Context: an optimization exercise on an open-source flow, tuned for small area. The choices shown serve that exercise and are no tape-out recipe. Only simulation tests tie the RTL to the original design; equivalence was not proved. No activity file was given, so power comes from the tool's default toggle rates.

## run.sh

```bash
#!/bin/bash
# synth_recipe.tcl (not shown) runs the flow's synth.tcl, then flattens the netlist and writes it again
# the make line also repeats each setting of config.mk as NAME=value (left out here)
make -C /OpenROAD-flow-scripts/flow DESIGN_CONFIG=/design/flow/config.mk WORK_HOME=/design/flow/orfs CLKGATE_MAP_FILE= SYNTH_SCRIPT=/design/flow/synth_recipe.tcl finish
```

## config.mk

```make
export PLATFORM = sky130hd
export DESIGN_NAME = isp_flash_programmer
export DESIGN_NICKNAME = isp_flash_programmer
export VERILOG_FILES = /design/flow/design.v
export SDC_FILE = /design/flow/constraint.sdc
export NUM_CORES = 4
export LEC_CHECK = 0
export CAP_MARGIN = 20
export CORE_MARGIN = 2
export CORE_UTILIZATION = 40
export SLEW_MARGIN = 20
```

## constraint.sdc

```tcl
create_clock -name core_clock -period 5.0 [get_ports {clk}]
set_input_delay 1.0000 -clock core_clock [delete_from_list [all_inputs] [get_ports {clk}]]
set_output_delay 1.0000 -clock core_clock [all_outputs]
set_load 0.01 [all_outputs]
```

## design.v

```verilog
module isp_result_encoder (
    input  wire       c_inv,
    input  wire       c_tmo,
    input  wire       c_flt,
    output reg  [1:0] result
);
    localparam [1:0] R_SUCCESS = 2'd0,
                     R_TIMEOUT = 2'd1,
                     R_HWFAULT = 2'd2,
                     R_INVALID = 2'd3;
    always @(*) begin
        if (c_inv)
            result = R_INVALID;
        else if (c_tmo)
            result = R_TIMEOUT;
        else if (c_flt)
            result = R_HWFAULT;
        else
            result = R_SUCCESS;
    end
endmodule
module isp_flash_programmer (
    input  wire        clk,
    input  wire        rst,           
    input  wire        req_valid,
    output wire        req_ready,
    input  wire [2:0]  req_op,
    input  wire [31:0] req_addr,
    input  wire [31:0] req_arg,
    output wire        rsp_valid,
    input  wire        rsp_ready,
    output wire [1:0]  rsp_result,
    output wire [31:0] rsp_rdata,
    output wire [1:0]  rsp_verdict,
    output wire        busy,
    output reg         bus_en,
    output reg         bus_we,
    output reg  [2:0]  bus_reg,
    output reg  [31:0] bus_wdata,
    input  wire [31:0] bus_rdata
);
    localparam integer    CNT_W                = 3;
    localparam [CNT_W-1:0] N_MAX               = 3'd4;
    localparam [31:0]     BUSY_MASK            = 32'h0000_0001;
    localparam [31:0]     FAIL_MASK            = 32'h0000_0040;
    localparam [31:0]     GO_VALUE             = 32'h0000_0001;
    localparam [31:0]     C_PAGE_ERASE         = 32'h0000_0022;
    localparam [31:0]     C_PAGE_ERASE_SPECIAL = 32'h0000_0022;
    localparam [31:0]     C_READ               = 32'h0000_0000;
    localparam [31:0]     C_PROGRAM            = 32'h0000_0021;
    localparam [31:0]     C_RUN_CKSUM          = 32'h0000_002D;
    localparam [31:0]     C_READ_CKSUM         = 32'h0000_000D;
    localparam [31:0]     C_RUN_ALL1           = 32'h0000_0028;
    localparam [31:0]     C_READ_ALL1          = 32'h0000_0008;
    localparam [31:0]     SPECIAL_ERASE_ADDR   = 32'h0020_0000;
    localparam [31:0]     ERASE_UNLOCK_KEY     = 32'h0055_AA03;
    localparam [31:0]     ALL1_YES             = 32'hA11F_FFFF;
    localparam [31:0]     ALL1_NO              = 32'hA110_0000;
    localparam [31:0]     SENTINEL             = 32'hFFFF_FFFF;
    localparam [2:0] OP_ERASE   = 3'd0,
                     OP_READ    = 3'd1,
                     OP_PROGRAM = 3'd2,
                     OP_CKSUM   = 3'd3,
                     OP_VERIFY  = 3'd4;
    localparam [2:0] REG_CMD     = 3'd0,
                     REG_ADDR    = 3'd1,
                     REG_DATA    = 3'd2,
                     REG_TRIG    = 3'd3,
                     REG_STATUS  = 3'd4,
                     REG_FAILCTL = 3'd5;
    localparam [1:0] V_NONE       = 2'd0,
                     V_ALLONES    = 2'd1,
                     V_NOTALLONES = 2'd2;
    localparam [3:0] S_IDLE  = 4'd0,
                     S_CHECK = 4'd1,
                     S_WCMD  = 4'd2,
                     S_WADDR = 4'd3,
                     S_WDATA = 4'd4,
                     S_TRIG  = 4'd5,
                     S_POLL  = 4'd6,
                     S_RFAIL = 4'd7,
                     S_CFAIL = 4'd8,
                     S_RDATA = 4'd9,
                     S_RESP  = 4'd10;
    reg [3:0]       st;
    reg [2:0]       op;
    reg [31:0]      addr;
    reg [31:0]      arg;
    reg             phase;
    reg [CNT_W-1:0] cnt;
    reg [31:0]      fv;
    reg [31:0]      rdata;
    reg [1:0]       verdict;
    reg             c_inv;
    reg             c_tmo;
    reg             c_flt;
    wire is_special = (addr == SPECIAL_ERASE_ADDR);
    wire page_addr  = (addr[8:0] == 9'd0);
    wire word_addr  = (addr[1:0] == 2'd0);
    wire page_arg   = (arg[8:0] == 9'd0);
    reg arg_ok;
    always @(*) begin
        case (op)
            OP_ERASE:   arg_ok = page_addr;
            OP_READ:    arg_ok = word_addr;
            OP_PROGRAM: arg_ok = word_addr;
            OP_CKSUM:   arg_ok = page_addr & page_arg;
            OP_VERIFY:  arg_ok = page_addr & page_arg;
            default:    arg_ok = 1'b0;
        endcase
    end
    reg [31:0] sub_code;
    always @(*) begin
        case (op)
            OP_ERASE:   sub_code = is_special ? C_PAGE_ERASE_SPECIAL : C_PAGE_ERASE;
            OP_READ:    sub_code = C_READ;
            OP_PROGRAM: sub_code = C_PROGRAM;
            OP_CKSUM:   sub_code = phase ? C_READ_CKSUM : C_RUN_CKSUM;
            OP_VERIFY:  sub_code = phase ? C_READ_ALL1 : C_RUN_ALL1;
            default:    sub_code = 32'd0;
        endcase
    end
    reg has_data;
    always @(*) begin
        case (op)
            OP_ERASE:   has_data = is_special;
            OP_PROGRAM: has_data = 1'b1;
            OP_CKSUM:   has_data = ~phase;
            OP_VERIFY:  has_data = ~phase;
            default:    has_data = 1'b0;
        endcase
    end
    wire [31:0] data_val = (op == OP_ERASE) ? ERASE_UNLOCK_KEY : arg;
    wire verify_read = (op == OP_VERIFY) && phase;
    wire rd_busy     = (bus_rdata & BUSY_MASK) != 32'd0;
    wire rd_fail     = (bus_rdata & FAIL_MASK) != 32'd0;
    wire rd_yes      = (bus_rdata == ALL1_YES);
    wire rd_no       = (bus_rdata == ALL1_NO);
    wire cnt_last    = (cnt == {{(CNT_W-1){1'b0}}, 1'b1});
    always @(posedge clk) begin
        if (rst) begin
            st <= S_IDLE;
        end else begin
            case (st)
                S_IDLE: begin
                    if (req_valid) begin
                        op      <= req_op;
                        addr    <= req_addr;
                        arg     <= req_arg;
                        phase   <= 1'b0;
                        c_inv   <= 1'b0;
                        c_tmo   <= 1'b0;
                        c_flt   <= 1'b0;
                        rdata   <= SENTINEL;
                        verdict <= V_NONE;
                        st      <= S_CHECK;
                    end
                end
                S_CHECK: begin
                    if (arg_ok) begin
                        st <= S_WCMD;
                    end else begin
                        c_inv <= 1'b1;
                        st    <= S_RESP;
                    end
                end
                S_WCMD:  st <= S_WADDR;
                S_WADDR: st <= has_data ? S_WDATA : S_TRIG;
                S_WDATA: st <= S_TRIG;
                S_TRIG: begin
                    if (!verify_read)
                        cnt <= N_MAX;
                    st <= S_POLL;
                end
                S_POLL: begin
                    if (!rd_busy) begin
                        case (op)
                            OP_ERASE, OP_PROGRAM: st <= S_RFAIL;
                            OP_READ:              st <= S_RDATA;
                            OP_CKSUM: begin
                                if (phase) begin
                                    st <= S_RDATA;
                                end else begin
                                    phase <= 1'b1;
                                    st    <= S_WCMD;
                                end
                            end
                            default: begin  
                                if (phase) begin
                                    st <= S_RDATA;
                                end else begin
                                    phase <= 1'b1;
                                    cnt   <= N_MAX;
                                    st    <= S_WCMD;
                                end
                            end
                        endcase
                    end else if (cnt_last) begin
                        if (verify_read)
                            c_flt <= 1'b1;
                        else
                            c_tmo <= 1'b1;
                        st <= S_RESP;
                    end else begin
                        cnt <= cnt - 1'b1;
                    end
                end
                S_RFAIL: begin
                    if (rd_fail) begin
                        fv <= bus_rdata;
                        st <= S_CFAIL;
                    end else begin
                        st <= S_RESP;
                    end
                end
                S_CFAIL: begin
                    c_flt <= 1'b1;
                    st    <= S_RESP;
                end
                S_RDATA: begin
                    if (op == OP_VERIFY) begin
                        if (rd_yes) begin
                            verdict <= V_ALLONES;
                            st      <= S_RESP;
                        end else if (rd_no) begin
                            verdict <= V_NOTALLONES;
                            st      <= S_RESP;
                        end else if (cnt_last) begin
                            c_flt <= 1'b1;
                            st    <= S_RESP;
                        end else begin
                            cnt <= cnt - 1'b1;
                            st  <= S_WCMD;
                        end
                    end else begin
                        rdata <= bus_rdata;
                        st    <= S_RESP;
                    end
                end
                S_RESP: begin
                    if (rsp_ready)
                        st <= S_IDLE;
                end
                default: st <= S_IDLE;
            endcase
        end
    end
    always @(*) begin
        bus_en    = 1'b0;
        bus_we    = 1'b0;
        bus_reg   = REG_CMD;
        bus_wdata = 32'd0;
        case (st)
            S_WCMD:  begin bus_en = 1'b1; bus_we = 1'b1; bus_reg = REG_CMD;     bus_wdata = sub_code; end
            S_WADDR: begin bus_en = 1'b1; bus_we = 1'b1; bus_reg = REG_ADDR;    bus_wdata = addr;     end
            S_WDATA: begin bus_en = 1'b1; bus_we = 1'b1; bus_reg = REG_DATA;    bus_wdata = data_val; end
            S_TRIG:  begin bus_en = 1'b1; bus_we = 1'b1; bus_reg = REG_TRIG;    bus_wdata = GO_VALUE; end
            S_POLL:  begin bus_en = 1'b1;                bus_reg = REG_STATUS;                        end
            S_RFAIL: begin bus_en = 1'b1;                bus_reg = REG_FAILCTL;                       end
            S_CFAIL: begin bus_en = 1'b1; bus_we = 1'b1; bus_reg = REG_FAILCTL; bus_wdata = fv;       end
            S_RDATA: begin bus_en = 1'b1;                bus_reg = REG_DATA;                          end
            default: ;
        endcase
        if (rst)
            bus_en = 1'b0;
    end
    assign req_ready   = (st == S_IDLE);
    assign rsp_valid   = (st == S_RESP);
    assign busy        = (st != S_IDLE);
    assign rsp_rdata   = rdata;
    assign rsp_verdict = verdict;
    isp_result_encoder u_enc (
        .c_inv  (c_inv),
        .c_tmo  (c_tmo),
        .c_flt  (c_flt),
        .result (rsp_result)
    );
endmodule
```

==> metrics.yaml <==
hpwl_mm: 12.3
placed_cell_area_mm2: 0.00807
timing.critical_path.from: "st[1]"
fin_util_pct: 57.7
drt-vias-per-instance: 5.49
wire_length_of_the_first_global_routing_pass_mm: 25.8
drv_slew: 0
synth_area_mm2: 0.00613
grt_usage_pct: 21.2
first_global_vias: 4639
flow.area_growth_from_synthesis_pct: 42.0
top_flip_flop_cell_by_instance_count_after_synthesis: "sky130_fd_sc_hd__edfxtp_1"
synth_top_area_share_pct: 68.1
wl_mm: 17.1
synth_edf_count: 139
avgRoutedWirePerCell_um: 20.7
critPathCaptureType: "output port"
final_antenna_net_count: 0
floorplan.rows: 45
grt.overflow.total: 0
die_width_um: 128
run_status: "complete, no violations"
net_count_after_synthesis: 551
clk_latency_ns: 0.42
detailedRoute.firstPassIterationCount: 8
clk_path_buf_depth: 2
yosys.cell_count.top_type: "sky130_fd_sc_hd__edfxtp_1"
timing_worst_slew_pin_value_ns: 0.889
synth_cell_type_count: 59
h-tree-depth: 4
placeableCoreArea_mm2: 0.0151
yosysWarningCount: 2
hp-class: "register to register"
cts_setup_buffers: 0
detail_route.drc_violations: 0
die-area_mm2: 0.0163
worstHoldStart: "cnt[0]"
dpl_worst_slack_ns: 1.29
cts_root_buffer: "sky130_fd_sc_hd__clkbuf_16"
cts.hold.buffers_added: 0
power_leakage_nw: 2.90
finalSetupViolCount: 0
setup.worst_path.class: "register to output port"
synth.cells.most_frequent: "sky130_fd_sc_hd__edfxtp_1, sky130_fd_sc_hd__nand2b_1, sky130_fd_sc_hd__inv_1, sky130_fd_sc_hd__nor2_1"
fillCellCount: 1235
vias: 4528
final_hold_viol_count: 0
cts_repair_resize_count: 0
cts_made_buffers: 17
netlist_top_cells_area: "sky130_fd_sc_hd__edfxtp_1, sky130_fd_sc_hd__nand2b_1, sky130_fd_sc_hd__a222oi_1, sky130_fd_sc_hd__o21ai_0, sky130_fd_sc_hd__a21oi_1"
buffers_added_on_ports: 178
clkSinkCount: 143
cp_slowest_cell: "sky130_fd_sc_hd__dfxtp_1"
gp_congestion: 0.950
number_of_max_cap_violations: 0
netlist_instances: 446
finish.instance_area_mm2: 0.00870
worstPathArrival_ns: 3.21
cts_tree: "done"
netlist.top_cell.by_area: "sky130_fd_sc_hd__edfxtp_1"
finalHoldWorstSlack_ns: 0.675
rsz0062_at_grt: "false"
synth-seq-area-share_pct: 69.4
max-vdd-ir-drop_uv: 257
fmax_mhz: 237
slowest_delay_ns: 0.70
postSynth.asyncResetShare_pct: 0
grt_antenna_before_repair: 0
r2r_start: "st[3]"
initial_utilization_pct: 40.6
timing.max_slew.rel_slack_pct: 40.7
period_needed_ns: 4.21
finClkSkew_ns: 0.00785
floorplan.io_pins: 179
path_max_fanout: 33
floorplan.die.height_um: 128
final.period_utilization_pct: 84.3
path_cells: "or2b_2 -> nor2_4 -> a222oi_1 -> o41ai_1 -> clkdlybuf4s50_1"
ys_ff_latch: 143
drt-initial-drc-count: 593
clkSlewWorstSetupHoldPaths_ns: 0.06
final_nets: 729
drive_above_1_share_pct: 9.58
grt_start_max_net_pins: 68
antenna-diode-count: 0
setup-tns-final_ns: 0
worstSetupStartpointType: "register"
critPathRequiredTime_ns: 4.00
fin_ws_ns: 0.786
syn-mean-instance-area_um2: 13.7
power_density_mw_per_mm2: 461
-- state kept, by name (all words and copies together), names as in the netlist --
name and count:
cnt 3, phase 1, arg 32, rdata 32, st 4, op 3
c_tmo 1, c_inv 1, fv 31, c_flt 1, addr 32, verdict 2
-- worst max-delay path, delay by kind of cell, from the launching register on --
kind / cells / cell delay [ns]
AO/OA/AOI/OAI: 2 / 0.39
buffers and inverters: 1 / 0.61
flip-flops: 1 / 0.70
AND/OR/NAND/NOR: 2 / 1.09
-- cell type report --
cell class | instances | area (um^2) | share of cell area (%)
clock buffers | 17 | 425 | 4.89
clock inverters | 15 | 183 | 2.10
inverters | 27 | 101 | 1.16
multi-input cells | 251 | 1660 | 19.0
flip-flops and latches | 143 | 4250 | 48.9
well taps | 188 | 235 | 2.70
repair buffers | 184 | 1850 | 21.2
-- final timing paths --
path,depth (start not counted),to,slack (ns)
worst min register to register,2,cnt[0],0.67
worst max-delay path,5,bus_wdata[3],0.79
worst max register to register,5,addr[14],2.34
worst min-delay path,2,cnt[0],0.67
-- per-layer routing --
layer | share of wire (%) | global-route usage, % | routed length, um
met1 | 38 | 24.5 | 6500
met2 | 52 | 37.5 | 8930
met3 | 8.1 | 6.97 | 1380
met4 | 1.5 | 6.85 | 256
met5 | 0 | 0 | 0
-- placed cells by master, fill, tap and decap left out, types with 2 or more instances in the layout --
cell and count:
sky130_fd_sc_hd__inv_2 3, sky130_fd_sc_hd__edfxtp_1 139, sky130_fd_sc_hd__clkbuf_16 17, sky130_fd_sc_hd__clkinv_1 2, sky130_fd_sc_hd__a31oi_1 2, sky130_fd_sc_hd__nand4_1 6
sky130_fd_sc_hd__nand3_1 9, sky130_fd_sc_hd__a311oi_2 2, sky130_fd_sc_hd__inv_6 4, sky130_fd_sc_hd__nor4_1 12, sky130_fd_sc_hd__o21ai_1 4, sky130_fd_sc_hd__nand2b_1 37
sky130_fd_sc_hd__nor4_2 2, sky130_fd_sc_hd__a21oi_1 17, sky130_fd_sc_hd__buf_4 5, sky130_fd_sc_hd__nor2b_1 5, sky130_fd_sc_hd__a22oi_1 10, sky130_fd_sc_hd__bufinv_16 3
sky130_fd_sc_hd__nor3_1 11, sky130_fd_sc_hd__and3_1 2, sky130_fd_sc_hd__nor2_4 2, sky130_fd_sc_hd__dfxtp_1 4, sky130_fd_sc_hd__o21ai_0 19, sky130_fd_sc_hd__inv_1 24
sky130_fd_sc_hd__nor4b_1 3, sky130_fd_sc_hd__or3_1 2, sky130_fd_sc_hd__nand3b_1 3, sky130_fd_sc_hd__or2_2 2, sky130_fd_sc_hd__clkinv_4 3, sky130_fd_sc_hd__nor3_2 2
sky130_fd_sc_hd__nor2_1 23, sky130_fd_sc_hd__ha_1 2, sky130_fd_sc_hd__nand2_1 22, sky130_fd_sc_hd__a222oi_1 22, sky130_fd_sc_hd__clkdlybuf4s50_1 178, sky130_fd_sc_hd__a211o_1 2
-- metrics by stage --
stage	total power, mW	instances
2_1_floorplan	2.20	446
3_3_place_gp	2.70	792
3_5_place_dp	2.72	792
4_1_cts	4.02	824
5_1_grt	4.19	825
6_report	4.01	825
-- power by group --
part / switching [mW] / internal [mW] / total [mW]
Sequential: 0.130 / 1.51 / 1.64
Clock: 0.507 / 0.792 / 1.30
Combinational: 0.563 / 0.515 / 1.08
Total: 1.20 / 2.81 / 4.01
-- logic make-up (layout without fill, tap and decap cells) --
group / Yosys count / after routing / share of synthesized area, %
adder cells (fa/ha/maj): 2 / 2 / 0.408
AO/OA/AOI/OAI: 92 / 92 / 11.1
AND/OR/NAND/NOR: 155 / 155 / 14.7
XOR/XNOR: 2 / 2 / 0.286
buffers and inverters: 52 / 243 / 4.04
flip-flops: 143 / 143 / 69.4

==> port drivers added, routing unchanged <==
Ports are ideal in the flow. The routed layout listed here was re-timed in OpenROAD. Step 1 (the two cells are an assumption about what drives the block):
set clk [get_ports {clk}]
set_driving_cell -lib_cell sky130_fd_sc_hd__clkbuf_16 $clk
set_driving_cell -lib_cell sky130_fd_sc_hd__buf_2 [delete_from_list [all_inputs] $clk]
Step 2 times the ports against the registers' clock, not the clock port: input delays grow and output delays shrink by t, the midpoint of the rising clock arrivals with the driver on. Slacks: ideal / step 1 / step 2; pairs: ideal / step 1.
shift t [ns]: 0.455
slack for setup (ns): 0.786 / 0.747 / 1.202
cell pins on the clock port's net: 1
After both steps this run still meets setup and hold. For this run, drivers alone change the setup slack by -0.039 ns; drivers and shift together by +0.416 ns.
